Background: an optimization exercise with open tools, aiming at small area and a short achievable clock period. Do not read the settings as production practice.
Function was checked by simulation only, so behaviour that the tests miss may differ from the original.
Power is estimated from default activity; no workload was simulated.

**run.sh**
```bash
#!/bin/bash
# synth_recipe.tcl (not shown) runs the flow's synth.tcl, then flattens the netlist and writes it again
# the make line also repeats each setting of config.mk as NAME=value (left out here)
make -C /OpenROAD-flow-scripts/flow DESIGN_CONFIG=/design/flow/config.mk WORK_HOME=/design/flow/orfs CLKGATE_MAP_FILE= SYNTH_SCRIPT=/design/flow/synth_recipe.tcl finish
```
**config.mk**
```make
export PLATFORM = sky130hd
export DESIGN_NAME = rdm630_core
export DESIGN_NICKNAME = rdm630_core
export VERILOG_FILES = /design/flow/design.v
export SDC_FILE = /design/flow/constraint.sdc
export NUM_CORES = 4
export LEC_CHECK = 0
export CAP_MARGIN = 20
export CORE_MARGIN = 2
export CORE_UTILIZATION = 40
export SLEW_MARGIN = 20
```
**constraint.sdc**
```tcl
create_clock -name core_clock -period 10.0 [get_ports {clk}]
set_input_delay 2.0000 -clock core_clock [delete_from_list [all_inputs] [get_ports {clk}]]
set_output_delay 2.0000 -clock core_clock [all_outputs]
set_load 0.01 [all_outputs]
```
**design.v**
```verilog
module rdm630_core (
    input  wire         clk,
    input  wire         rst,         
    input  wire         rx_valid,
    input  wire [7:0]   rx_data,
    output wire         rx_ready,
    input  wire         eval,
    output wire         res_valid,
    output wire [1:0]   res,
    output wire         fvalid,
    output wire [111:0] frame,
    output wire         xst,
    output wire [39:0]  card,
    output wire [7:0]   csum,
    output wire [7:0]   p6
);
    localparam [7:0] START_B = 8'h02;
    localparam [7:0] END_B   = 8'h03;
    reg [4:0]   cursor;      
    reg         in_frame;
    reg         ok;          
    reg [111:0] sr;          
    reg [111:0] frame_q;     
    reg         fvalid_q;
    wire full = cursor[4];                   
    assign rx_ready = !full && !rst;
    wire fire     = rx_valid && rx_ready;
    wire is_start = (rx_data == START_B);
    wire is_end   = (rx_data == END_B);
    wire is_hex   = ((rx_data >= 8'h30) && (rx_data <= 8'h39)) ||
                    ((rx_data >= 8'h41) && (rx_data <= 8'h46));
    wire st    = fire && is_start;               
    wire app   = fire && in_frame && !is_start;  
    wire shift = fire && (in_frame || is_start);
    wire c13 = (cursor == 5'd13);
    wire c14 = (cursor == 5'd14);
    wire c15 = (cursor >= 5'd15);
    wire [4:0] cursor_rx   = st ? 5'd1 : app ? cursor + 5'd1 : cursor;
    wire       in_frame_rx = st ? 1'b1 : (app && is_end) ? 1'b0 : in_frame;
    wire       ok_rx       = st ? 1'b1 :
                             app ? (ok && (c13 ? is_end : is_hex)) : ok;
    wire [111:0] sr_next = ({112{shift}}  & {sr[103:0], rx_data}) |
                           ({112{!shift}} & sr);
    wire do_eval = eval && !rst;
    wire r_fire = rx_valid && !full;
    wire r_st   = r_fire && is_start;
    wire r_app  = r_fire && in_frame && !is_start;
    wire len_full = !r_st && (r_app ? c13 : c14);
    wire len_over = !r_st && (r_app ? (c14 || c15) : c15);
    wire r_ok     = (r_app && c13) ? (ok && is_end) : ok;
    assign res_valid = do_eval;
    assign res = {len_over || (len_full && !r_ok),
                  len_over || (len_full &&  r_ok)};
    wire cap  = do_eval && (cursor_rx == 5'd14);
    wire over = do_eval && (cursor_rx >  5'd14);
    always @(posedge clk) begin
        if (rst) begin
            cursor   <= 5'd0;
            in_frame <= 1'b0;
            fvalid_q <= 1'b0;
            ok       <= 1'b0;
        end else begin
            in_frame <= in_frame_rx;
            if (cap || over) begin
                cursor   <= 5'd0;
                ok       <= 1'b0;
                fvalid_q <= cap && ok_rx;
            end else begin
                cursor   <= cursor_rx;
                ok       <= ok_rx;
            end
        end
    end
    always @(posedge clk) begin
        sr <= sr_next;
        if (cap)
            frame_q <= sr_next;
    end
    assign fvalid = fvalid_q;
    assign xst    = !fvalid_q;
    assign frame  = frame_q;
    function [3:0] hexval;
        input [7:0] c;
        begin
            hexval = {c[3] | c[6],
                      c[2] | (c[6] & c[1] & c[0]),
                      c[1] ^ (c[6] & c[0]),
                      c[0] ^ c[6]};
        end
    endfunction
    wire [7:0] pair [0:5];
    genvar g;
    generate
        for (g = 0; g < 6; g = g + 1) begin : g_pair
            assign pair[g] = {hexval(frame_q[111-8*(1+2*g) -: 8]),
                              hexval(frame_q[111-8*(2+2*g) -: 8])};
        end
        for (g = 0; g < 5; g = g + 1) begin : g_card
            assign card[39-8*g -: 8] = pair[g];
        end
    endgenerate
    assign csum = pair[0] ^ pair[1] ^ pair[2] ^ pair[3] ^ pair[4];
    assign p6   = pair[5];
endmodule
```
==> results of run 1 <==
[cell families (layout without fill, tap and decap cells)]
kind of cell               count (synthesis)  after routing  synth area share
and+or+nand+nor                           52             52            0.0387
xor gates and xnor gates                  38             38            0.0527
buffers and inverters                     24            239            0.0127
AOI/OAI and AO/OA                         47             47            0.0462
adders and majority gates                 16             16            0.0235
muxes                                    112            112             0.148
DFF                                      232            232             0.678
[metrics by stage]
step	cells	setup WS, ps
after floorplan	521	4040
after global placement	968	3810
after detailed placement	968	3690
after CTS	1011	3680
after global routing	1011	3550
final	1011	3640
[cell usage in the layout (no fill, tap or decap), types with 4 or more instances in the layout]
cell type / Yosys / final
clkbuf_16: 0 / 25
nand2_1: 4 / 4
a31o_2: 12 / 12
mux2_2: 109 / 109
xor2_1: 17 / 17
edfxtp_1: 112 / 112
inv_1: 8 / 7
o21ai_0: 4 / 4
a21oi_1: 4 / 4
nor2_1: 11 / 11
xnor2_1: 13 / 13
or2_2: 12 / 12
dfxtp_1: 120 / 120
clkinv_2: 0 / 4
ha_1: 16 / 16
clkdlybuf4s50_1: 0 / 185
nand4_1: 5 / 5
clkbuf_1: 4 / 6
a211oi_1: 5 / 5
xor3_1: 4 / 4
xnor3_1: 4 / 4
a211o_1: 4 / 4
[state kept, by name (all words and copies together) (netlist names)]
signal,cells
in_frame,1
frame_q,112
cursor,5
sr,112
ok,1
fvalid_q,1
[final timing paths]
path,end,depth (start not counted)
worst max register to register,frame_q[28]$_DFFE_PP_,10
worst max-delay path,res[1],7
worst min register to register,sr[107]$_DFF_P_,1
worst min-delay path,sr[107]$_DFF_P_,1
[worst max-delay path: stages]
cell and delay [ps]:
clkdlybuf4s50_1 520, nor4b_4 620, a21oi_2 200, o21ai_0 240, a211o_1 170, o21ai_0 100, clkdlybuf4s50_1 500
[metal layers]
layer,up-vias,routed length (um),global-route usage
li1,2352,-,-
met1,2424,7090,0.184
met2,179,8770,0.268
met3,38,1190,0.0329
met4,0,491,0.0547
met5,-,0,0
[area by class of cell]
type | count | area share
inverters | 8 | 0.00285
clock buffers | 32 | 0.0579
multi-input cells | 265 | 0.231
well taps | 275 | 0.0301
flip-flops and latches | 232 | 0.504
clock inverters | 11 | 0.0102
repair buffers | 188 | 0.164
[power groups by stage]
stage | Clock, uW | Sequential, uW | Combinational, uW
floorplan | 0 | 1010 | 7.50
detailed placement | 0 | 1010 | 16.5
global placement | 0 | 1010 | 15.8
CTS | 887 | 990 | 16.7
finish | 862 | 990 | 16.9
global route | 923 | 989 | 18.0
==> notes.md, run 1 <==
sequential cell area=5770 sq um; hpwl dp=12.6 mm; Setup CP Type=in2out; synth warn=1; Port Buffers=185; CP max FO=10; Post-CTS Hold Buffers=0; max-cap viol count=0; fillcell total=1,766; via-per-instance ratio=4.94; Seq/Total Area, Yosys=0.678; Post-Syn Instances=521; crit share post-route=0.636; Net Count, Synth=549; internal power=1510 uW; Sw Ratio=0.190; CTS max path bufs=3; Total Power=1870 uW; most common cell in the netlist=dfxtp_1; Hold Slack=457 ps; # diodes=0; relative max-transition margin=0.430; Sum Neg Setup Slack=0 ps; Worst Path Required=8000 ps; number of I/O pins=186; Slew Viols, Final=0; ys async rst share=0; chip height=150 um; top cells by area, synth=edfxtp_1, dfxtp_1, mux2_2, ha_1, xor2_1; root buffer cell=clkbuf_16; Critical path origin=rx_data[2]; Yosys reg bits=232; crit path launch type=primary input; total track usage=0.152; area of the die=22,400 sq um; vias in the first global route=5,031; Initial DRT Pass Iterations=5; total number of vias=4,993; P per Cell Area=163 nW/um^2; synthesized area=8500 sq um; DIE WIDTH=150 um; Clock Skew=8.57 ps; RSZ-0062 raised after global routing=no; Iteration-0 DRC Markers=202; Final GP Congestion=0.931; clock latency (worst-skew pair)=500 ps; CP endpoint kind=output port; area occupied by multi-input gates=2640 sq um; nets@finish=747; Area after DPL=10,700 sq um; Most used DFF post-synth=dfxtp_1; Clock power frac=0.461; cell taking the most area after synthesis=edfxtp_1; Distinct cells, synth=52; endpoints failing setup=0; first-pass GRT wire length=26.6 mm; sw power=354 uW; antenna violations before repair=0; combinational power share=0.009; P&R area growth vs syn=34.4%; Routed wire per std cell=17.4 um; TritonCTS buffer count=24; syn_area_per_cell=16.3 sq um; Post-synth EDFFs=112; clock sink count=232; post-layout util=0.545; CTS clock-pin slew for the worst setup and hold paths=60 ps; worst slew pin tran=855 ps; Remaining Overflow, GRT=0; RR Startpoint=cursor[0]$_SDFF_PP0_; Initial Util=0.406; Tmin final=6360 ps; largest net degree at the start of global routing=65; max frequency=0.157 GHz; Hold Path Class=reg2reg; CORE AREA=21,000 sq um; Commonest cells post-synth=dfxtp_1, edfxtp_1, mux2_2; DRT Wirelength=17.5 mm; outcome=complete, no violations; r2r setup slk=6340 ps; CP arrival=4360 ps; register share of total power=0.530; top-area cell type share of the netlist area=0.395; layout cell share with drive strength beyond 1=0.250; Residual DRC=0; antenna-violating nets left=0; Max VDD drop=0.126 mV; Final Hold Viols=0; post-CTS setup buffers=0; row cnt=53; Gates resized, CTS repair=0; leak pwr=0.00403 uW; Hold Crit Start=sr[107]$_DFF_P_; CTS tree=done; htree depth=1; post-route cell area=11,400 sq um
==> run 2: changes to the inputs <==
--- a/design.v
+++ b/design.v
@@ -21,3 +21,3 @@
     reg         ok;          
-    reg [111:0] sr;          
+    reg [7:0]   buf_q [0:13];
     reg [111:0] frame_q;     
@@ -33,3 +33,2 @@
     wire app   = fire && in_frame && !is_start;  
-    wire shift = fire && (in_frame || is_start);
     wire c13 = (cursor == 5'd13);
@@ -41,4 +40,12 @@
                              app ? (ok && (c13 ? is_end : is_hex)) : ok;
-    wire [111:0] sr_next = ({112{shift}}  & {sr[103:0], rx_data}) |
-                           ({112{!shift}} & sr);
+    wire [13:0] we;
+    genvar g;
+    generate
+        for (g = 0; g < 14; g = g + 1) begin : g_we
+            if (g == 0)
+                assign we[g] = st || (app && cursor == 5'd0);
+            else
+                assign we[g] = app && (cursor == g);
+        end
+    endgenerate
     wire do_eval = eval && !rst;
@@ -73,6 +80,15 @@
     end
+    integer i;
     always @(posedge clk) begin
-        sr <= sr_next;
-        if (cap)
-            frame_q <= sr_next;
+        for (i = 0; i < 14; i = i + 1)
+            if (we[i])
+                buf_q[i] <= rx_data;
+    end
+    wire [7:0] byte13 = we[13] ? rx_data : buf_q[13];
+    always @(posedge clk) begin
+        if (cap) begin
+            for (i = 0; i < 13; i = i + 1)
+                frame_q[111-8*i -: 8] <= buf_q[i];
+            frame_q[7:0] <= byte13;
+        end
     end
@@ -91,3 +107,2 @@
     wire [7:0] pair [0:5];
-    genvar g;
     generate
--- a/config.mk
+++ b/config.mk
@@ -10,2 +10,3 @@
 export CORE_UTILIZATION = 40
+export SETUP_SLACK_MARGIN = 5
 export SLEW_MARGIN = 20
==> notes.md, run 2 <==
Slew Viols, Final=0 (unchanged); top-area cell type share of the netlist area=0.774 (+0.378); reg2reg end=frame_q[108]$_DFFE_PP_; Setup CP Type=in2out; Post-CTS Hold Buffers=0 (unchanged); CP max FO=3 (-7); Tmin final=5510 ps (-843 ps); post-route cell area=11,600 sq um (+1.3%); Initial DRT Pass Iterations=4 (-1); worst slew pin tran=1010 ps (+152 ps); Remaining Overflow, GRT=0 (unchanged); crit share post-route=0.551 (-0.0843); Hold Path Stages=0 (-1); # diodes=0 (unchanged); synthesized area=8390 sq um (-1.4%); relative max-transition margin=0.322 (-0.109); DIE WIDTH=149 um (-0.68%); syn_area_per_cell=20.3 sq um (+24%); antenna violations before repair=0 (unchanged); Final Hold Viols=0 (unchanged); Hold Path Class=reg2reg; layout cell share with drive strength beyond 1=0.182 (-0.0685); fin worst setup slack=4490 ps (+843 ps); most common cell in the netlist=edfxtp_1; largest registers=buf_q: 112 flops, frame_q: 112 flops, cursor: 5 flops; Worst Path Required=8000 ps (about the same); Sum Neg Setup Slack=0 ps (unchanged); via-per-instance ratio=4.83 (-2.1%); Residual DRC=0 (unchanged); RSZ-0062 raised after global routing=yes; endpoints failing setup=0 (unchanged); area of the die=22,100 sq um (-1.4%); Most used DFF post-synth=edfxtp_1; chip height=149 um (-0.68%); Max VDD drop=0.108 mV (-14%); CORE AREA=20,400 sq um (-2.5%); first-pass GRT wire length=27.3 mm (+2.5%); total track usage=0.164 (+0.0118); outcome=complete, no violations; CP endpoint kind=output port; r2r setup slk=6500 ps (+160 ps); commonest cells after routing, fill and taps aside=edfxtp_1, clkdlybuf4s50_1, clkbuf_16; largest net degree at the start of global routing=76 (+17%); antenna-violating nets left=0 (unchanged); max-cap viol count=0 (unchanged); CP arrival=3510 ps (-850 ps); Post-Syn Instances=414 (-21%); Critical path origin=rx_data[6]; crit path launch type=primary input; leak pwr=0.00395 uW (-2.0%); vias in the first global route=4,545 (-9.7%); Hold Crit Start=buf_q[4][5]$_DFFE_PP_; Total Power=1860 uW (-0.69%); Area after DPL=10,600 sq um (-0.18%); Distinct cells, synth=52 (unchanged); Post-synth EDFFs=216 (+93%); CTS max path bufs=3 (unchanged); TritonCTS buffer count=22 (-8.3%); worst slack, placed=3160 ps (-522 ps); htree depth=1 (unchanged); nets@finish=674 (-9.8%); total number of vias=4,501 (-9.9%); hpwl dp=12.0 mm (-4.8%); Commonest cells post-synth=edfxtp_1, ha_1, dfxtp_1, nor2_1, xor2_1; Initial Util=0.410 (+0.00462); clock sink count=232 (unchanged); Iteration-0 DRC Markers=225 (+11%); cells on worst reg2reg path=8 (-2); Clock Skew=15.4 ps (+6.81 ps); synth warn=2 (+1); cell taking the most area after synthesis=edfxtp_1; RR Startpoint=cursor[2]$_SDFF_PP0_; Routed wire per std cell=19.9 um (+15%); row cnt=52 (-1.9%); top cells by area, synth=edfxtp_1, dfxtp_1, ha_1, xor2_1, xnor2_1; CTS tree=done; ys async rst share=0 (unchanged); CTS clock-pin slew for the worst setup and hold paths=60 ps (about the same); Final GP Congestion=0.814 (-13%); max frequency=0.181 GHz (+15%); P per Cell Area=160 nW/um^2 (-1.9%); Net Count, Synth=443 (-19%); Seq/Total Area, Yosys=0.812 (+0.134); leading cell type in the layout, fill and taps excluded=edfxtp_1; Worst Hold Path EP=frame_q[77]$_DFFE_PP_; Yosys reg bits=232 (unchanged); root buffer cell=clkbuf_16; clock latency (worst-skew pair)=500 ps (about the same); P&R area growth vs syn=38.0%; number of I/O pins=186 (unchanged); Port Buffers=185 (unchanged); DRT Wirelength=18.5 mm (+5.5%)
==> run 2: cell types whose count changed after synthesis, sizes merged, moves of 4 or more <==
cell,before,now
a2111oi,4,0
a211o,4,0
buf,12,3
clkbuf,4,0
dfxtp,120,16
edfxtp,112,216
mux2,112,8
nor2,12,17
nor3,1,5
==> run 2: what timing repair did <==
action                     in CTS  in global routing
pin swaps                       7                  7
buffers inserted               14                  2
gates resized for setup        74                  7
setup endpoints to repair      79                 50
gates cloned                    1                  1
==> run 2: final cells by class <==
| cell class | instances | area [sq um] |
|---|---|---|
| Timing Repair Buffer | 209 | 2120 |
| Sequential cell | 232 | 6810 |
| Clock inverter | 14 | 91.3 |
| Fill cell | 1588 | 8850 |
| Multi-Input combinational cell | 175 | 1610 |
| Tap cell | 270 | 338 |
| Clock buffer | 26 | 587 |
| Inverter | 5 | 18.8 |
==> run 2: logic make-up (layout without fill, tap and decap cells) <==
family	count (synthesis)	in the layout	share of synthesized area
multiplexers	9	9	0.0119
AND/OR/NAND/NOR	72	73	0.0566
adder cells (fa/ha/maj)	17	17	0.0254
XOR/XNOR	39	39	0.0554
AO/OA/AOI/OAI	37	37	0.0351
buffers and inverters	8	254	0.00403
flip-flops	232	232	0.812
==> run 2: worst max-delay path, cell delays in order <==
cell,delay (ps)
buf_6,100
buf_12,120
or4b_4,540
nor2_4,130
o21ai_2,60
a22o_1,240
a21o_1,200
buf_6,120
==> run 2: routing by layer <==
layer,vias up,wire length [um],global-route usage
li1,2091,-,-
met1,2221,7920,0.220
met2,163,9040,0.280
met3,26,1190,0.0278
met4,0,361,0.0433
met5,-,0,0
==> run 2: worst max-delay path by stage <==
stage                     slack (ps)     end
after floorplan                 4870  res[0]
after global placement          3260  res[0]
after detailed placement        3160  res[0]
after CTS                       4470  res[0]
after global routing            4440  res[0]
final                           4490  res[0]
==> run 2: metrics by stage <==
| step | hold slack, ps | utilization | instances |
|---|---|---|---|
| final | 410 | 0.567 | 931 |
| after CTS | 405 | 0.563 | 927 |
| after floorplan | 400 | - | 414 |
| after detailed placement | 405 | 0.521 | 872 |
| after global placement | 402 | 0.521 | 872 |
| after global routing | 421 | 0.567 | 931 |
==> run 2: where the power goes <==
group	internal [uW]	switching [uW]
Sequential	1050	0.0594
Combinational	15.6	20.2
Clock	444	324
==> run 3: changes to the inputs <==
--- a/config.mk
+++ b/config.mk
@@ -10,3 +10,2 @@
 export CORE_UTILIZATION = 40
-export SETUP_SLACK_MARGIN = 5
 export SLEW_MARGIN = 20
==> notes.md, run 3 <==
worst slack, placed=3210 ps (+45.9 ps); total track usage=0.150 (-0.0141); total number of vias=4,394 (-2.4%); Yosys reg bits=232 (unchanged); CTS tree=done; main combinational cell family by area after synthesis=simple AND/OR/NAND/NOR gates; max frequency=0.147 GHz (-19%); worst slew pin tran=1090 ps (+84.3 ps); CP endpoint kind=output port; CP max FO=20 (+17); multiplexer share of the synthesized area=0.0119 (unchanged); post-CTS setup buffers=0 (-14); clock sink count=232 (unchanged); CP arrival=4790 ps (+1280 ps); synthesized area=8390 sq um (unchanged); Slew Viols, Final=0 (unchanged); largest registers=buf_q: 112 flops, frame_q: 112 flops, cursor: 5 flops; TritonCTS buffer count=22 (unchanged); Post-Syn Instances=414 (unchanged); ys async rst share=0 (unchanged); Max VDD drop=0.121 mV (+12%); crit share post-route=0.679 (+0.128); Gates resized, CTS repair=0 (-100%); first-pass GRT wire length=25.5 mm (-6.8%); Synth Area in XOR/XNOR=0.0554 (unchanged); crit path launch type=primary input; Worst Path Required=8000 ps (about the same); DIE WIDTH=149 um (unchanged); most common cell in the netlist=edfxtp_1; Residual DRC=0 (unchanged); vias in the first global route=4,454 (-2.0%); P per Cell Area=161 nW/um^2 (+0.23%); synth warn=2 (unchanged); Initial DRT Pass Iterations=4 (unchanged); Clock Skew=15.3 ps (-0.0513 ps); number of I/O pins=186 (unchanged); htree depth=1 (unchanged); fin worst setup slack=3210 ps (-1280 ps); Port Buffers=185 (unchanged); Initial Util=0.410 (unchanged); Seq/Total Area, Yosys=0.812 (unchanged); post-layout util=0.551 (-0.0159); Final Hold Viols=0 (unchanged); # diodes=0 (unchanged); area of the die=22,100 sq um (unchanged); leak pwr=0.00376 uW (-5.0%); root buffer cell=clkbuf_16; CTS max path bufs=3 (unchanged); DRT Wirelength=16.9 mm (-8.7%); Hold Path Class=reg2reg; endpoints failing setup=0 (unchanged); outcome=complete, no violations; Sum Neg Setup Slack=0 ps (unchanged); chip height=149 um (unchanged); layout cell share with drive strength beyond 1=0.131 (-0.0502); Net Count, Synth=443 (unchanged); Iteration-0 DRC Markers=208 (-7.6%); hpwl dp=11.8 mm (-1.3%); max-cap viol count=0 (unchanged); commonest cells after routing, fill and taps aside=edfxtp_1, clkdlybuf4s50_1, clkbuf_16; Post-synth EDFFs=216 (unchanged); syn_area_per_cell=20.3 sq um (unchanged); Distinct cells, synth=52 (unchanged); cell taking the most area after synthesis=edfxtp_1; Commonest cells post-synth=edfxtp_1, ha_1, dfxtp_1, nor2_1, xor2_1; P&R area growth vs syn=34.2%; RSZ-0062 raised after global routing=no; clock latency (worst-skew pair)=490 ps (about the same); antenna-violating nets left=0 (unchanged); Routed wire per std cell=18.7 um (-5.8%); Compound-Gate Fraction of Synth Area=0.0351 (unchanged); relative max-transition margin=0.267 (-0.0549); antenna violations before repair=0 (unchanged); Post-CTS Hold Buffers=0 (unchanged); via-per-instance ratio=4.87 (+0.76%); top cells by area, synth=edfxtp_1, dfxtp_1, ha_1, xor2_1, xnor2_1; top-area cell type share of the netlist area=0.774 (unchanged); post-synthesis simple-gate area fraction=0.0566 (unchanged); Remaining Overflow, GRT=0 (unchanged); CORE AREA=20,400 sq um (unchanged); largest net degree at the start of global routing=83 (+9.2%); Most used DFF post-synth=edfxtp_1; r2r setup slk=6130 ps (-370 ps); row cnt=52 (unchanged); CTS clock-pin slew for the worst setup and hold paths=60 ps (about the same); Final GP Congestion=0.892 (+9.6%); nets@finish=651 (-3.4%); Setup CP Type=in2out; leading cell type in the layout, fill and taps excluded=edfxtp_1; Tmin final=6790 ps (+1280 ps); Synth Area in Adders=0.0254 (unchanged)
==> run 3: cell families after synthesis <==
group | after synthesis
AOI/OAI and AO/OA | 37
muxes | 9
DFF | 232
and+or+nand+nor | 72
buffers and inverters | 8
xor gates and xnor gates | 39
adders and majority gates | 17
==> run 3: where the power goes <==
group / leakage [uW] / switching, uW / internal (uW)
combinational: 0.00139 / 15.2 / 6.90
sequential: 0.00205 / 0.0522 / 1050
clock: 0.000313 / 317 / 417
total: 0.00376 / 332 / 1480
==> run 3: through the flow <==
| stage | cells | hold slack, ps | area, sq um | total power, uW |
|---|---|---|---|---|
| after CTS | 901 | 409 | 11200 | 1830 |
| after global placement | 867 | 402 | 10600 | 1090 |
| final | 902 | 408 | 11300 | 1810 |
| after detailed placement | 867 | 405 | 10600 | 1090 |
| after global routing | 902 | 411 | 11300 | 1860 |
| after floorplan | 414 | 400 | 8390 | 1080 |
==> run 3: final timing paths <==
kind,from,cells after the start,endpoint
setup / recovery,rx_data[0],7,res[0]
hold / removal,buf_q[4][4]$_DFFE_PP_,0,frame_q[76]$_DFFE_PP_
setup reg to reg,cursor[2]$_SDFF_PP0_,8,frame_q[110]$_DFFE_PP_
hold reg to reg,buf_q[4][4]$_DFFE_PP_,0,frame_q[76]$_DFFE_PP_
==> run 3: routing by layer <==
metal,vias to the layer above,part of all wire,global-route usage,routed length [um]
li1,2033,-,-,-
met1,2159,0.41,0.193,6860
met2,172,0.51,0.262,8550
met3,30,0.067,0.0269,1140
met4,0,0.020,0.0467,342
met5,-,0,0,0
==> run 3: area by class of cell <==
type                            instances  area, sq um
Multi-Input combinational cell        174         1590
Tap cell                              270          338
Inverter                                5         18.8
Fill cell                            1611         9180
Clock buffer                           27          591
Sequential cell                       232         6810
Timing Repair Buffer                  187         1870
Clock inverter                          7         42.5
==> run 3: critical path: stages <==
cell and delay [ps]:
clkdlybuf4s50_1 900, or4b_4 770, nor2_1 110, o21ai_0 90
a22o_1 270, a21o_1 170, clkdlybuf4s50_1 470
==> run 4: changes to the inputs <==
--- a/config.mk
+++ b/config.mk
@@ -9,3 +9,4 @@
 export CORE_MARGIN = 2
-export CORE_UTILIZATION = 40
+export CORE_UTILIZATION = 60
+export CTS_BUF_LIST = sky130_fd_sc_hd__clkbuf_4 sky130_fd_sc_hd__clkbuf_8
 export SLEW_MARGIN = 20
==> notes.md, run 4 <==
Seq/Total Area, Yosys=0.812 (unchanged); most common cell in the netlist=edfxtp_1; clock sink count=232 (unchanged); # diodes=0 (unchanged); largest registers=buf_q: 112 flops, frame_q: 112 flops, cursor: 5 flops; Distinct cells, synth=52 (unchanged); DIE WIDTH=122 um (-18%); worst slack, placed=3290 ps (+78.9 ps); most used cell, CP=clkdlybuf4s50_1; Post-synth EDFFs=216 (unchanged); Final GP Congestion=0.864 (-3.2%); r2r setup slk=6130 ps (about the same); synth warn=2 (unchanged); Initial DRT Pass Iterations=6 (+2); chip height=122 um (-18%); Sw Ratio=0.189 (+0.00502); Cells after DPL=778 (-10%); htree depth=2 (+1); sw power=340 uW (+2.5%); Compound-Gate Fraction of Synth Area=0.0351 (unchanged); leading cell type in the layout, fill and taps excluded=edfxtp_1; Remaining Overflow, GRT=0 (unchanged); reg2reg end=frame_q[21]$_DFFE_PP_; Clock power frac=0.405 (about the same); Setup CP Type=in2out; CP arrival=4800 ps (about the same); sequential cell area=6810 sq um (unchanged); multiplexer share of the synthesized area=0.0119 (unchanged); Routed wire per std cell=20.0 um (+6.6%); Final Hold Viols=0 (unchanged); Most used DFF post-synth=edfxtp_1; CTS clock-pin slew for the worst setup and hold paths=60 ps (about the same); layout cell share with drive strength beyond 1=0.165 (+0.0341); post-CTS setup buffers=0 (unchanged); Iteration-0 DRC Markers=341 (+64%); Tmin final=6800 ps (+9.43 ps); largest net degree at the start of global routing=66 (-20%); CORE AREA=13,800 sq um (-33%); Sum Neg Setup Slack=0 ps (unchanged); relative max-transition margin=0.294 (+0.0271); max-cap viol count=0 (unchanged); main combinational cell family by area after synthesis=simple AND/OR/NAND/NOR gates; Post-CTS Hold Buffers=0 (unchanged); root buffer cell=clkbuf_8; post-layout util=0.812 (+0.261); Final Non-Filler Cells=839 (-7.0%); top-area cell type share of the netlist area=0.774 (unchanged); cell taking the most area after synthesis=edfxtp_1; Hold Path Class=reg2reg; CTS max path bufs=3 (unchanged); area of the die=14,900 sq um (-33%); ys async rst share=0 (unchanged); Gates resized, CTS repair=0 (unchanged); combinational power share=0.012 (about the same); Max VDD drop=0.118 mV (-2.4%); Yosys reg bits=232 (unchanged); register share of total power=0.583 (about the same); Slew Viols, Final=0 (unchanged); clock latency (worst-skew pair)=490 ps (about the same); CP max FO=21 (+5.0%); total number of vias=4,604 (+4.8%); area occupied by multi-input gates=1590 sq um (unchanged); Hold Crit Start=buf_q[6][5]$_DFFE_PP_; CTS tree=done; crit path cell chain=clkdlybuf4s50_1, or4b_4, nor2_1, o21ai_0, a22o_1, a21o_1, clkdlybuf4s50_1; first-pass GRT wire length=25.0 mm (-1.7%); RR Startpoint=cursor[2]$_SDFF_PP0_; cells on worst reg2reg path=8 (unchanged); RSZ-0062 raised after global routing=no; endpoints failing setup=0 (unchanged); fin worst setup slack=3200 ps (-9.43 ps); max frequency=0.147 GHz (-0.14%); worst slew pin tran=1050 ps (-40.3 ps); Post-Syn Instances=414 (unchanged); P per Cell Area=161 nW/um^2 (+0.47%); Worst Hold Path EP=frame_q[61]$_DFFE_PP_; Worst Path Required=8000 ps (about the same); synthesized area=8390 sq um (unchanged); vias in the first global route=4,561 (+2.4%); fillcell total=722 (-55%); Hold Path Stages=0 (unchanged); hpwl dp=11.1 mm (-6.1%); Net Count, Synth=443 (unchanged); Residual DRC=0 (unchanged); nets@finish=663 (+1.8%); syn_area_per_cell=20.3 sq um (unchanged); Synth Area in XOR/XNOR=0.0554 (unchanged); Port Buffers=185 (unchanged); number of I/O pins=186 (unchanged); Clock Skew=26.0 ps (+10.6 ps); antenna-violating nets left=0 (unchanged); internal power=1460 uW (-0.80%); leak pwr=0.00379 uW (+1.0%); commonest cells after routing, fill and taps aside=edfxtp_1, clkdlybuf4s50_1, clkbuf_8; top cells by area, synth=edfxtp_1, dfxtp_1, ha_1, xor2_1, xnor2_1; Commonest cells post-synth=edfxtp_1, ha_1, dfxtp_1, nor2_1, xor2_1; DRT Wirelength=16.7 mm (-0.85%); Slowest Stage Delay on Critical Path=1110 ps (+210 ps); crit path launch type=primary input; via-per-instance ratio=5.49 (+13%); Initial Util=0.609 (+0.198); CP max stage cell=clkdlybuf4s50_1; row cnt=43 (-17%); post-synthesis simple-gate area fraction=0.0566 (unchanged); Synth Area in Adders=0.0254 (unchanged); total track usage=0.225 (+0.0745); CP endpoint kind=output port; outcome=complete, no violations; antenna violations before repair=0 (unchanged); TritonCTS buffer count=34 (+55%); crit share post-route=0.680 (+0.000943); P&R area growth vs syn=33.3%
[run 4: metrics by stage]
stage | hold WS [ps] | cell area [sq um] | total power [uW]
after floorplan | 400 | 8390 | 1080
after global placement | 402 | 10500 | 1090
after detailed placement | 405 | 10500 | 1090
after CTS | 413 | 11200 | 1810
after global routing | 419 | 11200 | 1860
final | 407 | 11200 | 1800
[run 4: layout make-up]
cell class,instances,share of cell area
clock buffers,48,0.0524
clock inverters,13,0.00772
inverters,5,0.00168
multi-input cells,174,0.142
flip-flops and latches,232,0.609
well taps,180,0.0201
repair buffers,187,0.167
[run 4: critical path, delay by kind of cell]
kind | cells | cell delay, ps
compound gates | 3 | 510
buf+inv | 2 | 1580
simple gates | 2 | 700
[run 4: logic make-up after synthesis]
logic type                 count (synthesis)
and+or+nand+nor                           72
AOI/OAI and AO/OA                         37
DFF                                      232
muxes                                      9
adders and majority gates                 17
buffers and inverters                      8
xor gates and xnor gates                  39
[run 4: power groups by stage]
| stage | Sequential (uW) | Clock, uW | Combinational [uW] |
|---|---|---|---|
| floorplan | 1070 | 0 | 4.40 |
| global placement | 1070 | 0 | 20.7 |
| detailed placement | 1070 | 0 | 21.9 |
| CTS | 1050 | 740 | 22.1 |
| global route | 1050 | 785 | 23.9 |
| finish | 1050 | 730 | 22.5 |
[run 4: routing by layer]
layer / up-vias / part of all wire / wire [um] / GRT usage
met5: - / 0 / 0 / 0
met4: 0 / 0.020 / 342 / 0.0826
met3: 32 / 0.068 / 1130 / 0.0418
met2: 221 / 0.50 / 8410 / 0.366
met1: 2281 / 0.41 / 6870 / 0.308
li1: 2070 / - / - / -
[run 4: worst max-delay path by stage]
stage	cells past startpoint	end	from	slack, ps
after global placement	7	res[1]	rx_data[1]	3330
after global routing	7	res[0]	rx_data[1]	3090
after floorplan	5	frame_q[0]$_DFFE_PP_	rx_data[3]	3640
after CTS	7	res[0]	rx_data[1]	3230
after detailed placement	7	res[0]	rx_data[1]	3290
final	7	res[0]	rx_data[1]	3200
==> run 5: changes to the inputs <==
==> flow/run.sh (new file) <==
#!/bin/bash
set -euo pipefail
bash standard.sh \
    "BUFFER_PORTS_ARGS=-buffer_cell sky130_fd_sc_hd__buf_1" \
    SETUP_SLACK_MARGIN=5 \
    finish > flow_make.log 2>&1
==> standard.sh (new file) <==
#!/bin/bash
# synth_recipe.tcl (not shown) runs the flow's synth.tcl, then flattens the netlist and writes it again
# the make line also repeats each setting of config.mk as NAME=value (left out here)
make -C /OpenROAD-flow-scripts/flow DESIGN_CONFIG=/design/flow/config.mk WORK_HOME=/design/flow/orfs CLKGATE_MAP_FILE= SYNTH_SCRIPT=/design/flow/synth_recipe.tcl "${@:-finish}"
--- a/config.mk
+++ b/config.mk
@@ -9,4 +9,3 @@
 export CORE_MARGIN = 2
-export CORE_UTILIZATION = 60
-export CTS_BUF_LIST = sky130_fd_sc_hd__clkbuf_4 sky130_fd_sc_hd__clkbuf_8
+export CORE_UTILIZATION = 40
 export SLEW_MARGIN = 20
removed: run.sh
==> notes.md, run 5 <==
Tmin final=5550 ps (-1250 ps); max frequency=0.180 GHz (+23%); vias in the first global route=4,528 (-0.72%); relative max-transition margin=0.252 (-0.0418); Hold Path Class=reg2reg; most common cell in the netlist=edfxtp_1; Post-synth EDFFs=216 (unchanged); largest registers=buf_q: 112 flops, frame_q: 112 flops, cursor: 5 flops; DIE WIDTH=149 um (+22%); Post-Syn Instances=414 (unchanged); CORE AREA=20,400 sq um (+48%); Routed wire per std cell=19.4 um (-3.0%); Final Hold Viols=0 (unchanged); layout cell share with drive strength beyond 1=0.167 (+0.00203); outcome=complete, no violations; Setup CP Type=in2out; Distinct cells, synth=52 (unchanged); root buffer cell=clkbuf_16; synthesized area=8390 sq um (unchanged); CTS max path bufs=3 (unchanged); endpoints failing setup=0 (unchanged); htree depth=1 (-1); total track usage=0.159 (-0.0652); first-pass GRT wire length=26.5 mm (+6.0%); post-route cell area=10,400 sq um (-7.4%); Port Buffers=185 (unchanged); largest net degree at the start of global routing=82 (+24%); DRT Wirelength=18.0 mm (+7.2%); Clock Skew=18.0 ps (-8.01 ps); crit path launch type=primary input; crit share post-route=0.555 (-0.125); Commonest cells post-synth=edfxtp_1, ha_1, dfxtp_1, nor2_1, xor2_1; Residual DRC=0 (unchanged); ys async rst share=0 (unchanged); clock latency (worst-skew pair)=500 ps (about the same); nets@finish=671 (+1.2%); antenna-violating nets left=0 (unchanged); P&R area growth vs syn=23.5%; P per Cell Area=179 nW/um^2 (+11%); Iteration-0 DRC Markers=367 (+7.6%); row cnt=52 (+21%); commonest cells after routing, fill and taps aside=edfxtp_1, buf_1, clkbuf_16; CTS clock-pin slew for the worst setup and hold paths=60 ps (about the same); leak pwr=0.00339 uW (-11%); number of I/O pins=186 (unchanged); Sum Neg Setup Slack=0 ps (unchanged); CP arrival=3550 ps (-1250 ps); Area after DPL=9490 sq um (-9.5%); CP max FO=3 (-86%); worst slack, placed=3950 ps (+660 ps); Total Power=1860 uW (+2.9%); hpwl dp=11.8 mm (+6.1%); synth warn=2 (unchanged); Slew Viols, Final=0 (unchanged); Initial DRT Pass Iterations=5 (-1); top cells by area, synth=edfxtp_1, dfxtp_1, ha_1, xor2_1, xnor2_1; Most used DFF post-synth=edfxtp_1; r2r setup slk=6590 ps (+460 ps); total number of vias=4,543 (-1.3%); top-area cell type share of the netlist area=0.774 (unchanged); area of the die=22,100 sq um (+48%); Net Count, Synth=443 (unchanged); RSZ-0062 raised after global routing=yes; Final GP Congestion=0.913 (+5.6%); leading cell type in the layout, fill and taps excluded=edfxtp_1; Post-CTS Hold Buffers=0 (unchanged); cell taking the most area after synthesis=edfxtp_1; Max VDD drop=0.113 mV (-4.1%); Hold Slack=407 ps (-0.0460 ps); Initial Util=0.410 (-0.198); CTS tree=done; syn_area_per_cell=20.3 sq um (unchanged); via-per-instance ratio=4.90 (-11%); antenna violations before repair=0 (unchanged); worst slew pin tran=1110 ps (+62.9 ps); max-cap viol count=0 (unchanged); Remaining Overflow, GRT=0 (unchanged); CP endpoint kind=output port; # diodes=0 (unchanged); Seq/Total Area, Yosys=0.812 (unchanged); TritonCTS buffer count=22 (-35%); fin worst setup slack=4450 ps (+1250 ps); clock sink count=232 (unchanged); chip height=149 um (+22%); Worst Path Required=8000 ps (about the same); Yosys reg bits=232 (unchanged)
## run 5: cell counts after synthesis
No cell type changed its count.
## run 5: final timing paths
kind,cells after the start,startpoint,end
worst min register to register,0,buf_q[1][2]$_DFFE_PP_,frame_q[98]$_DFFE_PP_
worst max register to register,8,cursor[2]$_SDFF_PP0_,frame_q[67]$_DFFE_PP_
worst max-delay path,8,rx_data[6],res[0]
worst min-delay path,0,buf_q[1][2]$_DFFE_PP_,frame_q[98]$_DFFE_PP_
## run 5: where the power goes
group / switching, uW / internal, uW
sequential: 0.0566 / 1050
combinational: 18.7 / 9.46
clock: 329 / 449
total: 348 / 1510
## run 5: cell families after synthesis
kind of cell	after synthesis	synth area share
flip-flops	232	0.812
multiplexers	9	0.0119
AO/OA/AOI/OAI	37	0.0351
XOR/XNOR	39	0.0554
AND/OR/NAND/NOR	72	0.0566
adder cells (fa/ha/maj)	17	0.0254
buffers and inverters	8	0.00403
## run 5: per-layer routing
layer  vias up  track usage  part of all wire
li1       2086            -                 -
met1      2232        0.212              0.42
met2       195        0.271              0.49
met3        30       0.0266             0.070
met4         0       0.0510             0.019
met5         -            0                 0
## run 5: area by class of cell
type	count	area, sq um
clock buffers	29	598
clock inverters	10	80.1
fillers	1741	10100
inverters	5	18.8
multi-input cells	174	1600
flip-flops and latches	232	6810
well taps	270	338
repair buffers	207	915
## run 5: per-stage QoR
step | util | instances
2_1_floorplan | - | 414
3_3_place_gp | 0.464 | 873
3_5_place_dp | 0.465 | 874
4_1_cts | 0.504 | 924
5_1_grt | 0.507 | 927
6_report | 0.507 | 927
## run 5: what timing repair did
item	in CTS	in global routing
gates resized for setup	22	9
setup buffers	10	3
setup endpoints to repair	83	45
pin swaps	5	6
cloned	1	0
## run 5: worst max-delay path, cell delays in order
cell and delay [ps]:
buf_1 80, buf_6 130, or4b_4 540, nor2_4 150, o21ai_2 70, a22o_1 250
a21o_1 200, buf_2 140
==> run 6: changes to the inputs <==
--- a/design.v
+++ b/design.v
@@ -51,11 +51,14 @@
     wire do_eval = eval && !rst;
-    wire r_fire = rx_valid && !full;
-    wire r_st   = r_fire && is_start;
-    wire r_app  = r_fire && in_frame && !is_start;
-    wire len_full = !r_st && (r_app ? c13 : c14);
-    wire len_over = !r_st && (r_app ? (c14 || c15) : c15);
-    wire r_ok     = (r_app && c13) ? (ok && is_end) : ok;
+    wire mark  = (rx_data[7:1] == 7'b0000001);       
+    wire apnd  = in_frame && !full;                  
+    wire [1:0] r0 = c15 ? 2'd3 : c14 ? (ok ? 2'd1 : 2'd2) : 2'd0;
+    wire [1:0] ra = (c14 || c15) ? 2'd3 : c13 ? 2'd2 : 2'd0;   
+    wire [1:0] re = (c14 || c15) ? 2'd3 : c13 ? (ok ? 2'd1 : 2'd2) : 2'd0;
+    wire [1:0] pn = apnd ? ra : r0;
+    wire [1:0] pe = apnd ? re : r0;
+    wire [1:0] ps = full ? r0 : 2'd0;
+    wire [1:0] res_mark  = !rx_valid ? r0 : rx_data[0] ? pe : ps;
+    wire [1:0] res_other = !rx_valid ? r0 : pn;
     assign res_valid = do_eval;
-    assign res = {len_over || (len_full && !r_ok),
-                  len_over || (len_full &&  r_ok)};
+    assign res = mark ? res_mark : res_other;
     wire cap  = do_eval && (cursor_rx == 5'd14);
==> notes.md, run 6 <==
row cnt=53 (+1.9%); antenna violations before repair=0 (unchanged); syn_area_per_cell=19.6 sq um (-3.3%); CP max stage cell=nor4_4; Residual DRC=0 (unchanged); endpoints failing setup=0 (unchanged); root buffer cell=clkbuf_16; Post-Syn Instances=433 (+4.6%); via-per-instance ratio=4.82 (-1.7%); Clock Skew=11.0 ps (-7.00 ps); total track usage=0.152 (-0.00747); vias in the first global route=4,391 (-3.0%); # diodes=0 (unchanged); fillcell total=1,745 (+0.23%); largest registers=buf_q: 112 flops, frame_q: 112 flops, cursor: 5 flops; outcome=complete, no violations; crit path to=res[1]; P&R area growth vs syn=23.7%; Tmin final=5260 ps (-293 ps); Final Hold Viols=0 (unchanged); Hold Path Class=reg2reg; Sum Neg Setup Slack=0 ps (unchanged); Slew Viols, Final=0 (unchanged); largest net degree at the start of global routing=59 (-28%); Critical path origin=rx_data[2]; most common cell in the netlist=edfxtp_1; RR Startpoint=cursor[4]$_SDFF_PP0_; Setup CP Type=in2out; layout cell share with drive strength beyond 1=0.149 (-0.0182); leak pwr=0.00346 uW (+1.9%); Remaining Overflow, GRT=0 (unchanged); Commonest cells post-synth=edfxtp_1, ha_1, dfxtp_1, xor2_1; Max VDD drop=0.0895 mV (-21%); DIE WIDTH=150 um (+0.55%); nets@finish=683 (+1.8%); number of I/O pins=186 (unchanged); Yosys reg bits=232 (unchanged); P per Cell Area=182 nW/um^2 (+1.7%); crit path launch type=primary input; chip height=150 um (+0.55%); Port Buffers=185 (unchanged); CORE AREA=20,900 sq um (+2.2%); Slowest Stage Delay on Critical Path=350 ps (-190 ps); r2r setup slk=6700 ps (+110 ps); clock sink count=232 (unchanged); DRT Wirelength=17.8 mm (-0.74%); Post-CTS Hold Buffers=0 (unchanged); Worst Path Required=8000 ps (about the same); worst slack, placed=4160 ps (+216 ps); first-pass GRT wire length=25.7 mm (-3.0%); CTS tree=done; Synth Area in XOR/XNOR=0.0537 (-0.00165); top cells by area, synth=edfxtp_1, dfxtp_1, ha_1, xor2_1, xnor2_1; main combinational cell family by area after synthesis=simple AND/OR/NAND/NOR gates; multiplexer share of the synthesized area=0.0118 (-0.000134); post-synthesis simple-gate area fraction=0.0626 (+0.00601); Seq/Total Area, Yosys=0.803 (-0.00910); relative max-transition margin=0.415 (+0.163); max-cap viol count=0 (unchanged); RSZ-0062 raised after global routing=yes; leading cell type in the layout, fill and taps excluded=edfxtp_1; Routed wire per std cell=18.9 um (-2.6%); hpwl dp=12.0 mm (+1.9%); Hold Slack=411 ps (+4.21 ps); clock latency (worst-skew pair)=500 ps (about the same); ys async rst share=0 (unchanged); Post-synth EDFFs=216 (unchanged); commonest cells after routing, fill and taps aside=edfxtp_1, buf_1, clkbuf_16; Distinct cells, synth=53 (+1.9%); synth warn=2 (unchanged); cell taking the most area after synthesis=edfxtp_1; worst slew pin tran=877 ps (-237 ps); Net Count, Synth=462 (+4.3%); crit path cell chain=buf_6, buf_12, nor4_4, buf_4, nand2_4, o21ai_2, o221ai_2, buf_2; crit share post-route=0.526 (-0.0293); synthesized area=8480 sq um (+1.1%); Most used DFF post-synth=edfxtp_1; cells on worst reg2reg path=6 (-2); fin worst setup slack=4740 ps (+293 ps); CTS clock-pin slew for the worst setup and hold paths=60 ps (about the same); Initial Util=0.406 (-0.00447); antenna-violating nets left=0 (unchanged); Synth Area in Adders=0.0251 (-0.000284); CP endpoint kind=output port; TritonCTS buffer count=23 (+4.5%); total number of vias=4,551 (+0.18%); CP arrival=3260 ps (-290 ps); Initial DRT Pass Iterations=4 (-1); CP max FO=5 (+2); area of the die=22,400 sq um (+1.1%); top-area cell type share of the netlist area=0.765 (-0.00867); reg2reg end=frame_q[0]$_DFFE_PP_; max frequency=0.190 GHz (+5.6%); Final GP Congestion=0.799 (-12%); htree depth=1 (unchanged); Iteration-0 DRC Markers=304 (-17%); Compound-Gate Fraction of Synth Area=0.0373 (+0.00226); CTS max path bufs=3 (unchanged)
==> run 6: power by group <==
group          switching [uW]  total [uW]  internal (uW)
logic                    17.4        25.3           7.90
clock network             338         837            499
registers              0.0514        1050           1050
==> run 6: critical path: cells and delay by family <==
kind,cells,cell delay [ps]
buffers and inverters,4,570
and+or+nand+nor,2,420
AOI/OAI and AO/OA,2,260
==> run 6: area by class of cell <==
cell class,count,area [sq um],area share
clock buffer,26,587,0.0559
clock inverter,15,153,0.0145
inverter,8,30.0,0.00286
multi-input combinational,189,1700,0.162
sequential,232,6810,0.649
tap,275,344,0.0328
timing repair buffer,200,868,0.0828
==> run 6: worst min path at each step <==
stage | start | end | cells after the start
5_1_grt | buf_q[8][0]$_DFFE_PP_ | frame_q[40]$_DFFE_PP_ | 0
2_1_floorplan | buf_q[1][4]$_DFFE_PP_ | frame_q[100]$_DFFE_PP_ | 0
6_report | buf_q[3][3]$_DFFE_PP_ | frame_q[83]$_DFFE_PP_ | 0
4_1_cts | buf_q[3][3]$_DFFE_PP_ | frame_q[83]$_DFFE_PP_ | 0
3_3_place_gp | buf_q[6][6]$_DFFE_PP_ | frame_q[62]$_DFFE_PP_ | 0
3_5_place_dp | buf_q[0][7]$_DFFE_PP_ | frame_q[111]$_DFFE_PP_ | 0
==> run 6: metrics by stage <==
step / std cells / util / total power, uW / area (sq um)
CTS: 939 / 0.496 / 1930 / 10400
global placement: 896 / 0.458 / 1090 / 9570
detailed placement: 896 / 0.458 / 1090 / 9570
finish: 945 / 0.502 / 1910 / 10500
global route: 945 / 0.502 / 1980 / 10500
floorplan: 433 / - / 1080 / 8480
==> run 6: cells by family after synthesis <==
group / Yosys count
flops: 232
simple gates: 82
compound gates: 42
xor+xnor: 38
fa+ha+maj: 17
buf+inv: 13
mux: 9
==> run 6: metal layers <==
layer | GRT usage | share of wire | vias up
li1 | - | - | 2135
met1 | 0.214 | 0.43 | 2239
met2 | 0.250 | 0.49 | 161
met3 | 0.0223 | 0.065 | 16
met4 | 0.0381 | 0.011 | 0
met5 | 0 | 0 | -
==> run 6: what timing repair did <==
action / 4_1_cts / 5_1_grt
endpoints found under the setup margin: 57 / 57
cloned: 0 / 1
endpoints found under the hold margin: 0 / 0
resized for setup: 19 / 16
pin swaps: 4 / 7
buffers inserted: 2 / 5
==> run 7: changes to the inputs <==
==> flow/run.sh (replaced) <==
#!/bin/bash
set -euo pipefail
bash standard.sh \
    "BUFFER_PORTS_ARGS=-buffer_cell sky130_fd_sc_hd__buf_1" \
    "SETUP_SLACK_MARGIN=5" \
    "ABC_AREA=1" \
    finish > flow_make.log 2>&1
==> notes.md, run 7 <==
Tmin final=5010 ps (-252 ps); Iteration-0 DRC Markers=265 (-13%); routing usage on met1=0.204 (-0.0102); leading cell type in the layout, fill and taps excluded=edfxtp_1; hpwl dp=12.4 mm (+2.8%); chip height=151 um (+0.85%); Initial Util=0.409 (+0.00317); DRT Wirelength=18.1 mm (+1.8%); number of I/O pins=186 (unchanged); Hold Path Class=reg2reg; Clock Skew=9.52 ps (-1.45 ps); GR Util met3=0.0238 (+0.00154); top cells by area, synth=edfxtp_1, dfxtp_1, nand2_1, ha_1, xor2_1; Slew Viols, Final=0 (unchanged); grt met2 use=0.268 (+0.0177); Setup CP Type=in2out; Port Buffers=185 (unchanged); internal power=1610 uW (+3.2%); Commonest cells post-synth=edfxtp_1, nand2_1, inv_1; leak pwr=0.00373 uW (+7.9%); sequential cell area=6810 sq um (unchanged); endpoints failing setup=0 (unchanged); P&R area growth vs syn=24.3%; Post-CTS Hold Buffers=0 (unchanged); cells on worst reg2reg path=11 (+5); Net Count, Synth=567 (+23%); clock latency (worst-skew pair)=490 ps (about the same); Hold Path Stages=0 (unchanged); Final Hold Viols=0 (unchanged); Max VDD drop=0.102 mV (+15%); layout cell share with drive strength beyond 1=0.172 (+0.0226); fillcell total=1,819 (+4.2%); CORE AREA=21,100 sq um (+0.95%); Area after DPL=9710 sq um (+1.5%); RSZ-0062 raised after global routing=yes; CP max FO=19 (+14); CTS tree=done; Residual DRC=0 (unchanged); sw power=354 uW (-0.32%); Sw Ratio=0.180 (-0.00515); antenna violations before repair=0 (unchanged); Most used DFF post-synth=edfxtp_1; Remaining Overflow, GRT=0 (unchanged); max frequency=0.200 GHz (+5.0%); total track usage=0.156 (+0.00360); register share of total power=0.536 (-0.013); Yosys reg bits=232 (unchanged); via-per-instance ratio=4.71 (-2.3%); syn_area_per_cell=16.0 sq um (-18%); commonest cells after routing, fill and taps aside=edfxtp_1, buf_1, nand2_1; outcome=complete, no violations; total number of vias=4,941 (+8.6%); largest net degree at the start of global routing=80 (+36%); Worst Path Required=8000 ps (about the same); vias in the first global route=4,776 (+8.8%); area of the die=22,800 sq um (+1.7%); most common cell in the netlist=edfxtp_1; CTS max path bufs=3 (unchanged); crit path launch type=primary input; row cnt=53 (unchanged); Distinct cells, synth=31 (-42%); Initial DRT Pass Iterations=4 (unchanged); cell taking the most area after synthesis=edfxtp_1; Post-synth EDFFs=216 (unchanged); largest registers=buf_q: 112 flops, frame_q: 112 flops, cursor: 5 flops; post-route cell area=10,700 sq um (+2.3%); Clock power frac=0.449 (+0.012); clock sink count=232 (unchanged); root buffer cell=clkbuf_16; htree depth=1 (unchanged); Sum Neg Setup Slack=0 ps (unchanged); area occupied by multi-input gates=1670 sq um (-2.1%); max-cap viol count=0 (unchanged); crit share post-route=0.501 (-0.0252); worst slew pin tran=1010 ps (+134 ps); Routed wire per std cell=17.3 um (-8.3%); Seq/Total Area, Yosys=0.789 (-0.0137); nets@finish=787 (+15%); synth warn=2 (unchanged); DIE WIDTH=151 um (+0.85%); top-area cell type share of the netlist area=0.752 (-0.0131); ys async rst share=0 (unchanged); CP arrival=3010 ps (-250 ps); Final GP Congestion=0.872 (+9.1%); CTS clock-pin slew for the worst setup and hold paths=70 ps (about the same); layer with the highest usage=met2; antenna-violating nets left=0 (unchanged); TritonCTS buffer count=22 (-4.3%); CP endpoint kind=output port; synthesized area=8630 sq um (+1.7%); combinational power share=0.016 (+0.003); first-pass GRT wire length=26.8 mm (+4.3%); relative max-transition margin=0.324 (-0.0908); P per Cell Area=183 nW/um^2 (+0.27%); Post-Syn Instances=538 (+24%)
## run 7: cell types whose count changed after synthesis, moves of 6 or more
| cell | delta |
|---|---|
| inv_1 | +38 |
| inv_2 | +9 |
| mux2_1 | -8 |
| nand2_1 | +50 |
| nand3_1 | +18 |
| nor2_1 | +22 |
| nor2_2 | +8 |
| o21ai_0 | +6 |
| o21ai_2 | +8 |
## run 7: cell families (layout without fill, tap and decap cells)
family,after synthesis,in the layout,share of synthesized area
simple gates,158,158,0.0918
other cells,0,1,0
fa+ha+maj,17,17,0.0247
compound gates,37,37,0.0309
buf+inv,57,293,0.0262
xor+xnor,37,37,0.0376
flops,232,232,0.789
## run 7: cell type report
cell class                 count  area share
antenna                        1    0.000233
tap                          275      0.0321
multi-input combinational    249       0.155
sequential                   232       0.634
inverter                      56      0.0212
clock buffer                  31      0.0592
timing repair buffer         197      0.0835
clock inverter                 9      0.0138
## run 7: metrics by stage
| stage | std cells | hold slack, ps | worst slack, ps | power (uW) | util |
|---|---|---|---|---|---|
| CTS | 1046 | 414 | 4960 | 1980 | 0.504 |
| detailed placement | 1003 | 405 | 4170 | 1090 | 0.460 |
| global placement | 1003 | 402 | 4230 | 1090 | 0.460 |
| floorplan | 538 | 400 | 5110 | 1080 | - |
| global route | 1049 | 420 | 4880 | 2020 | 0.509 |
| finish | 1050 | 413 | 4990 | 1960 | 0.509 |
## run 7: metal layers
| layer | share of wire | vias up | wire, um |
|---|---|---|---|
| li1 | - | 2344 | - |
| met1 | 0.42 | 2418 | 7680 |
| met2 | 0.51 | 156 | 9190 |
| met3 | 0.057 | 23 | 1030 |
| met4 | 0.014 | 0 | 246 |
| met5 | 0 | - | 0 |
## run 7: path summary, 6_finish.rpt
| path | from | slack (ps) | to |
|---|---|---|---|
| worst max-delay path | rx_data[0] | 4990 | res[1] |
| worst min-delay path | buf_q[0][1]$_DFFE_PP_ | 410 | frame_q[105]$_DFFE_PP_ |
| worst max register to register | cursor[0]$_SDFF_PP0_ | 6670 | frame_q[15]$_DFFE_PP_ |
| worst min register to register | buf_q[0][1]$_DFFE_PP_ | 410 | frame_q[105]$_DFFE_PP_ |
## run 7: worst max-delay path, stage by stage
cell and delay [ps]:
buf_6 150, nor2_4 160, nand2_4 70, nor2_8 100
nor3_2 50, o21ai_1 100, nand3_1 90, nand2_1 60
o21ai_1 60, buf_2 130
## run 7: repair_timing
| action | 4_1_cts | 5_1_grt |
|---|---|---|
| pin swaps | 6 | 9 |
| endpoints found under the setup margin | 81 | 81 |
| endpoints found under the hold margin | 0 | 0 |
| buffers inserted | 3 | 3 |
| resized for setup | 69 | 18 |
## run 7: power groups by stage
stage               logic [uW]  clock network (uW)  registers (uW)
floorplan                 6.81                   0            1070
global placement          20.3                   0            1070
finish                    30.7                 880            1050
detailed placement        21.6                   0            1070
global route              33.4                 941            1050
CTS                       27.4                 900            1050
==> run 8: changes to the inputs <==
--- a/flow/run.sh
+++ b/flow/run.sh
@@ -5,3 +5,5 @@
     "SETUP_SLACK_MARGIN=5" \
-    "ABC_AREA=1" \
+    "CTS_CLUSTER_SIZE=30" \
+    "CTS_CLUSTER_DIAMETER=80" \
+    "CTS_BUF_LIST=sky130_fd_sc_hd__clkbuf_16" \
     finish > flow_make.log 2>&1
==> notes.md, run 8 <==
outcome=complete, no violations; CP arrival=3260 ps (+250 ps); layout cell share with drive strength beyond 1=0.131 (-0.0409); Most used DFF post-synth=edfxtp_1; relative max-transition margin=0.287 (-0.0373); Initial DRT Pass Iterations=5 (+1); DRT Wirelength=17.6 mm (-3.0%); CP Buf/Inv Count=2 (unchanged); area occupied by multi-input gates=1690 sq um (+1.6%); leading cell type in the layout, fill and taps excluded=edfxtp_1; RSZ-0062 raised after global routing=yes; max-cap viol count=0 (unchanged); reg2reg end=frame_q[63]$_DFFE_PP_; Max VDD drop=0.116 mV (+13%); CTS clock-pin slew for the worst setup and hold paths=110 ps (+40 ps); Final GP Congestion=0.799 (-8.3%); Hold Path Stages=0 (unchanged); r2r setup slk=6720 ps (+50 ps); Worst Path Required=8000 ps (about the same); Sum Neg Setup Slack=0 ps (unchanged); antenna-violating nets left=0 (unchanged); sequential cell area=6810 sq um (unchanged); Routed wire per std cell=19.0 um (+10%); RR Startpoint=cursor[4]$_SDFF_PP0_; clock sink count=232 (unchanged); row cnt=53 (unchanged); Remaining Overflow, GRT=0 (unchanged); worst slew pin tran=1060 ps (+49.6 ps); cells on worst reg2reg path=6 (-5); Initial Util=0.406 (-0.00317); largest net degree at the start of global routing=59 (-26%); CP max stage cell=buf_2; Yosys reg bits=232 (unchanged); Worst Hold Path EP=frame_q[83]$_DFFE_PP_; crit share post-route=0.526 (+0.0255); CP endpoint kind=output port; cell taking the most area after synthesis=edfxtp_1; synthesized area=8480 sq um (-1.7%); commonest cells after routing, fill and taps aside=edfxtp_1, buf_1, ha_1; htree depth=1 (unchanged); Commonest cells post-synth=edfxtp_1, ha_1, dfxtp_1, xor2_1; hpwl dp=12.0 mm (-2.7%); Hold Crit Start=buf_q[3][3]$_DFFE_PP_; fillcell total=1,782 (-2.0%); Tmin final=5260 ps (+255 ps); Post-CTS Hold Buffers=0 (unchanged); Seq/Total Area, Yosys=0.803 (+0.0137); Clock Skew=13.3 ps (+3.78 ps); number of I/O pins=186 (unchanged); Post-Syn Instances=433 (-20%); CP max FO=18 (-1); crit path cell chain=buf_2, nor3b_4, a311oi_2, o21ai_1, o21a_1, o221ai_2, buf_2; vias in the first global route=4,240 (-11%); total number of vias=4,526 (-8.4%); P per Cell Area=160 nW/um^2 (-13%); nets@finish=672 (-15%); antenna violations before repair=0 (unchanged); Port Buffers=185 (unchanged); P&R area growth vs syn=19.4%; CP top delay family=compound AO/OA/AOI/OAI gates; max frequency=0.190 GHz (-4.8%); Setup CP Type=in2out; post-layout util=0.485 (-0.0240); via-per-instance ratio=4.90 (+4.1%); first-pass GRT wire length=25.2 mm (-6.1%); top cells by area, synth=edfxtp_1, dfxtp_1, ha_1, xor2_1, xnor2_1; syn_area_per_cell=19.6 sq um (+22%); CTS max path bufs=3 (unchanged); chip height=150 um (-0.84%); synth warn=2 (unchanged); CTS tree=done; Distinct cells, synth=53 (+71%); area of the die=22,400 sq um (-1.7%); clock latency (worst-skew pair)=470 ps (-20 ps); total track usage=0.148 (-0.00719); Residual DRC=0 (unchanged); Iteration-0 DRC Markers=330 (+25%); Hold Path Class=reg2reg; Slew Viols, Final=0 (unchanged); root buffer cell=clkbuf_16; leak pwr=0.00329 uW (-12%); Final Hold Viols=0 (unchanged); crit path launch type=primary input; Post-synth EDFFs=216 (unchanged); CORE AREA=20,900 sq um (-0.94%); largest registers=buf_q: 112 flops, frame_q: 112 flops, cursor: 5 flops; ys async rst share=0 (unchanged); endpoints failing setup=0 (unchanged); Net Count, Synth=462 (-19%); DIE WIDTH=150 um (-0.84%); Total Power=1620 uW (-18%); Slowest Stage Delay on Critical Path=370 ps (+210 ps); most used cell, CP=buf_2; top-area cell type share of the netlist area=0.765 (+0.0131); # diodes=0 (-1); most common cell in the netlist=edfxtp_1; TritonCTS buffer count=12 (-45%)
## run 8: power by group
group          internal [uW]  switching (uW)
logic                   7.90            17.6
clock network            248             294
registers               1050          0.0506
total                   1310             312
## run 8: per-stage QoR
step                worst slack (ps)  std cells  area (sq um)  hold slack [ps]
floorplan                       5000        433          8480              400
global placement                4220        896          9570              403
detailed placement              4160        896          9570              405
CTS                             4600        918         10000              412
global route                    4620        924         10100              425
finish                          4740        924         10100              420
## run 8: repair_timing
item / CTS / global route
pin swaps: 4 / 7
gates cloned: 0 / 1
resized for setup: 19 / 16
endpoints found under the setup margin: 57 / 57
setup buffers: 2 / 5
## run 8: kinds of logic (layout without fill, tap and decap cells)
kind of cell | Yosys count | in the layout | synth area share
AOI/OAI and AO/OA | 42 | 42 | 0.0373
xor gates and xnor gates | 38 | 38 | 0.0537
adders and majority gates | 17 | 17 | 0.0251
buffers and inverters | 13 | 228 | 0.00693
DFF | 232 | 232 | 0.803
muxes | 9 | 9 | 0.0118
and+or+nand+nor | 82 | 83 | 0.0626
## run 8: final cells by class
type,count,area share
sequential,232,0.672
clock inverter,7,0.00568
timing repair buffer,200,0.0858
multi-input combinational,189,0.167
inverter,8,0.00297
clock buffer,13,0.0321
tap,275,0.0340
## run 8: how the worst max path moves through the flow
| stage | start | slack (ps) | cells after the start | to |
|---|---|---|---|---|
| after floorplan | rx_data[2] | 5000 | 5 | res[1] |
| after global placement | rx_data[7] | 4220 | 7 | res[1] |
| after detailed placement | rx_data[7] | 4160 | 7 | frame_q[6]$_DFFE_PP_ |
| after CTS | rx_data[2] | 4600 | 8 | res[1] |
| after global routing | rx_data[7] | 4620 | 7 | res[1] |
| final | rx_data[7] | 4740 | 7 | res[1] |
## run 8: layer usage
metal | wire length [um] | vias up | share of wire | track usage
li1 | - | 2095 | - | -
met1 | 7850 | 2254 | 0.45 | 0.214
met2 | 8620 | 160 | 0.49 | 0.246
met3 | 914 | 17 | 0.052 | 0.0174
met4 | 208 | 0 | 0.012 | 0.0300
met5 | 0 | - | 0 | 0
==> run 9: changes to the inputs <==
--- a/flow/run.sh
+++ b/flow/run.sh
@@ -8,2 +8,3 @@
     "CTS_BUF_LIST=sky130_fd_sc_hd__clkbuf_16" \
+    "ABC_AREA=1" \
     finish > flow_make.log 2>&1
==> notes.md, run 9 <==
synthesized area=8630 sq um (+1.7%); CP Buf/Inv Count=2 (unchanged); CORE AREA=21,100 sq um (+0.95%); Yosys reg bits=232 (unchanged); crit path cell chain=buf_12, nor2_4, nand2_4, nor2_8, nor3_2, o21ai_1, nand3_1, nand2_1, o21ai_1, buf_2; Net Count, Synth=567 (+23%); Residual DRC=0 (unchanged); Initial Util=0.409 (+0.00317); Clock Skew=12.3 ps (-1.04 ps); Max VDD drop=0.0905 mV (-22%); sequential cell area=6810 sq um (unchanged); Tmin final=4980 ps (-280 ps); Remaining Overflow, GRT=0 (unchanged); Distinct cells, synth=31 (-42%); number of I/O pins=186 (unchanged); max frequency=0.201 GHz (+5.6%); CTS clock-pin slew for the worst setup and hold paths=100 ps (about the same); root buffer cell=clkbuf_16; outcome=complete, no violations; P per Cell Area=152 nW/um^2 (-5.1%); most used cell, CP=o21ai_1; largest registers=buf_q: 112 flops, frame_q: 112 flops, cursor: 5 flops; Setup CP Type=in2out; CP arrival=2980 ps (-280 ps); hpwl dp=12.4 mm (+2.8%); htree depth=1 (unchanged); cell taking the most area after synthesis=edfxtp_1; DIE WIDTH=151 um (+0.85%); most common cell in the netlist=edfxtp_1; CP max FO=16 (-2); Most used DFF post-synth=edfxtp_1; total track usage=0.151 (+0.00287); crit path launch type=primary input; commonest cells after routing, fill and taps aside=edfxtp_1, buf_1, nand2_1; crit share post-route=0.498 (-0.0280); Slew Viols, Final=0 (unchanged); first-pass GRT wire length=26.1 mm (+3.6%); CP max stage cell=nor2_4; Hold Path Class=reg2reg; leak pwr=0.00349 uW (+5.9%); endpoints failing setup=0 (unchanged); vias in the first global route=4,652 (+9.7%); Post-synth EDFFs=216 (unchanged); fin worst setup slack=5020 ps (+280 ps); Iteration-0 DRC Markers=268 (-19%); Routed wire per std cell=17.3 um (-9.4%); Final GP Congestion=0.872 (+9.1%); DRT Wirelength=17.6 mm (+0.22%); area of the die=22,800 sq um (+1.7%); synth warn=2 (unchanged); chip height=151 um (+0.85%); row cnt=53 (unchanged); Initial DRT Pass Iterations=5 (unchanged); clock sink count=232 (unchanged); top cells by area, synth=edfxtp_1, dfxtp_1, nand2_1, ha_1, xor2_1; Seq/Total Area, Yosys=0.789 (-0.0137); max-cap viol count=0 (unchanged); top-area cell type share of the netlist area=0.752 (-0.0131); post-layout util=0.485 (about the same); Worst Path Required=8000 ps (about the same); Sum Neg Setup Slack=0 ps (unchanged); relative max-transition margin=0.328 (+0.0410); Final Hold Viols=0 (unchanged); syn_area_per_cell=16.0 sq um (-18%); nets@finish=774 (+15%); clock latency (worst-skew pair)=450 ps (-20 ps); Port Buffers=185 (unchanged); fillcell total=1,857 (+4.2%); antenna violations before repair=0 (unchanged); via-per-instance ratio=4.71 (-3.8%); Post-Syn Instances=538 (+24%); antenna-violating nets left=0 (unchanged); layout cell share with drive strength beyond 1=0.146 (+0.0149); worst slack, placed=4170 ps (+0.780 ps); RSZ-0062 raised after global routing=yes; CP top delay family=simple AND/OR/NAND/NOR gates; Commonest cells post-synth=edfxtp_1, nand2_1, inv_1; leading cell type in the layout, fill and taps excluded=edfxtp_1; # diodes=0 (unchanged); Slowest Stage Delay on Critical Path=150 ps (-220 ps); worst slew pin tran=1010 ps (-55.0 ps); area occupied by multi-input gates=1670 sq um (-1.6%); P&R area growth vs syn=18.4%; ys async rst share=0 (unchanged); CTS max path bufs=3 (unchanged); CTS tree=done; TritonCTS buffer count=11 (-1); CP endpoint kind=output port; largest net degree at the start of global routing=80 (+36%); total number of vias=4,818 (+6.5%)
==> run 9: cell types whose count changed after synthesis, sizes merged, moves of 8 or more <==
cell   previous run  this run
mux2              8         0
inv               8        55
nand2            11        69
o21ai             6        18
nor2             14        49
nand3             5        25
==> run 9: metrics by stage <==
stage	instances	total power, uW	cell area, sq um	hold slack [ps]
after floorplan	538	1080	8640	400
after global placement	1003	1090	9710	402
after detailed placement	1003	1090	9710	405
after CTS	1021	1560	10100	428
after global routing	1022	1600	10200	434
final	1022	1550	10200	425
==> run 9: metal layers <==
metal  global-route usage  part of all wire
met4               0.0393             0.014
met2                0.259              0.50
met3               0.0205             0.052
met5                    0                 0
met1                0.205              0.43
==> run 9: kinds of logic (layout without fill, tap and decap cells) <==
logic type / after synthesis / count (layout) / share of synthesized area
buffers and inverters: 57 / 266 / 0.0262
xor gates and xnor gates: 37 / 37 / 0.0376
AOI/OAI and AO/OA: 37 / 37 / 0.0309
adders and majority gates: 17 / 17 / 0.0247
and+or+nand+nor: 158 / 158 / 0.0918
DFF: 232 / 232 / 0.789
==> run 9: path summary, 6_finish.rpt <==
kind | startpoint | to | slack (ps) | cells past startpoint
worst max register to register | cursor[0]$_SDFF_PP0_ | frame_q[107]$_DFFE_PP_ | 6680 | 11
worst min register to register | buf_q[8][3]$_DFFE_PP_ | frame_q[43]$_DFFE_PP_ | 430 | 0
worst max-delay path | rx_data[3] | res[1] | 5020 | 10
worst min-delay path | buf_q[8][3]$_DFFE_PP_ | frame_q[43]$_DFFE_PP_ | 430 | 0
==> run 9: timing repair <==
| item | CTS | global route |
|---|---|---|
| pin swaps | 6 | 9 |
| hold buffers | 0 | 0 |
| gates resized for setup | 69 | 18 |
| setup buffers | 3 | 1 |
| endpoints found under the setup margin | 81 | 81 |
| hold endpoints to repair | 0 | 0 |
==> run 9: worst reg2reg max path: stages (launching register included) <==
cell,delay [ps]
dfxtp_1,400
ha_1,280
inv_1,70
nor2_1,40
ha_1,270
nand2_1,70
nand2_2,100
inv_2,60
nor2_4,120
nand2_4,80
nor2_4,740
buf_6,690
==> run 9: cell type report <==
type | instances | area share
well taps | 275 | 0.0337
multi-input cells | 249 | 0.163
flip-flops and latches | 232 | 0.666
clock inverters | 4 | 0.00196
clock buffers | 11 | 0.0269
repair buffers | 195 | 0.0855
inverters | 56 | 0.0225
==> run 9: power breakdown <==
part,switching [uW],internal (uW),leakage [uW],total (uW)
Combinational,20.6,9.29,0.00128,29.8
Sequential,0.0418,1050,0.00205,1050
Clock,266,203,0.000156,469
Total,287,1260,0.00349,1550

Re-timed with assumed drivers on the ports (clkbuf_16 on the clock, buf_2 on other inputs), run 9 has 4.968 ns of setup slack against 5.018 ns with ideal ports, and 4.858 ns once port delays also move by the mid clock arrival of 0.491 ns.
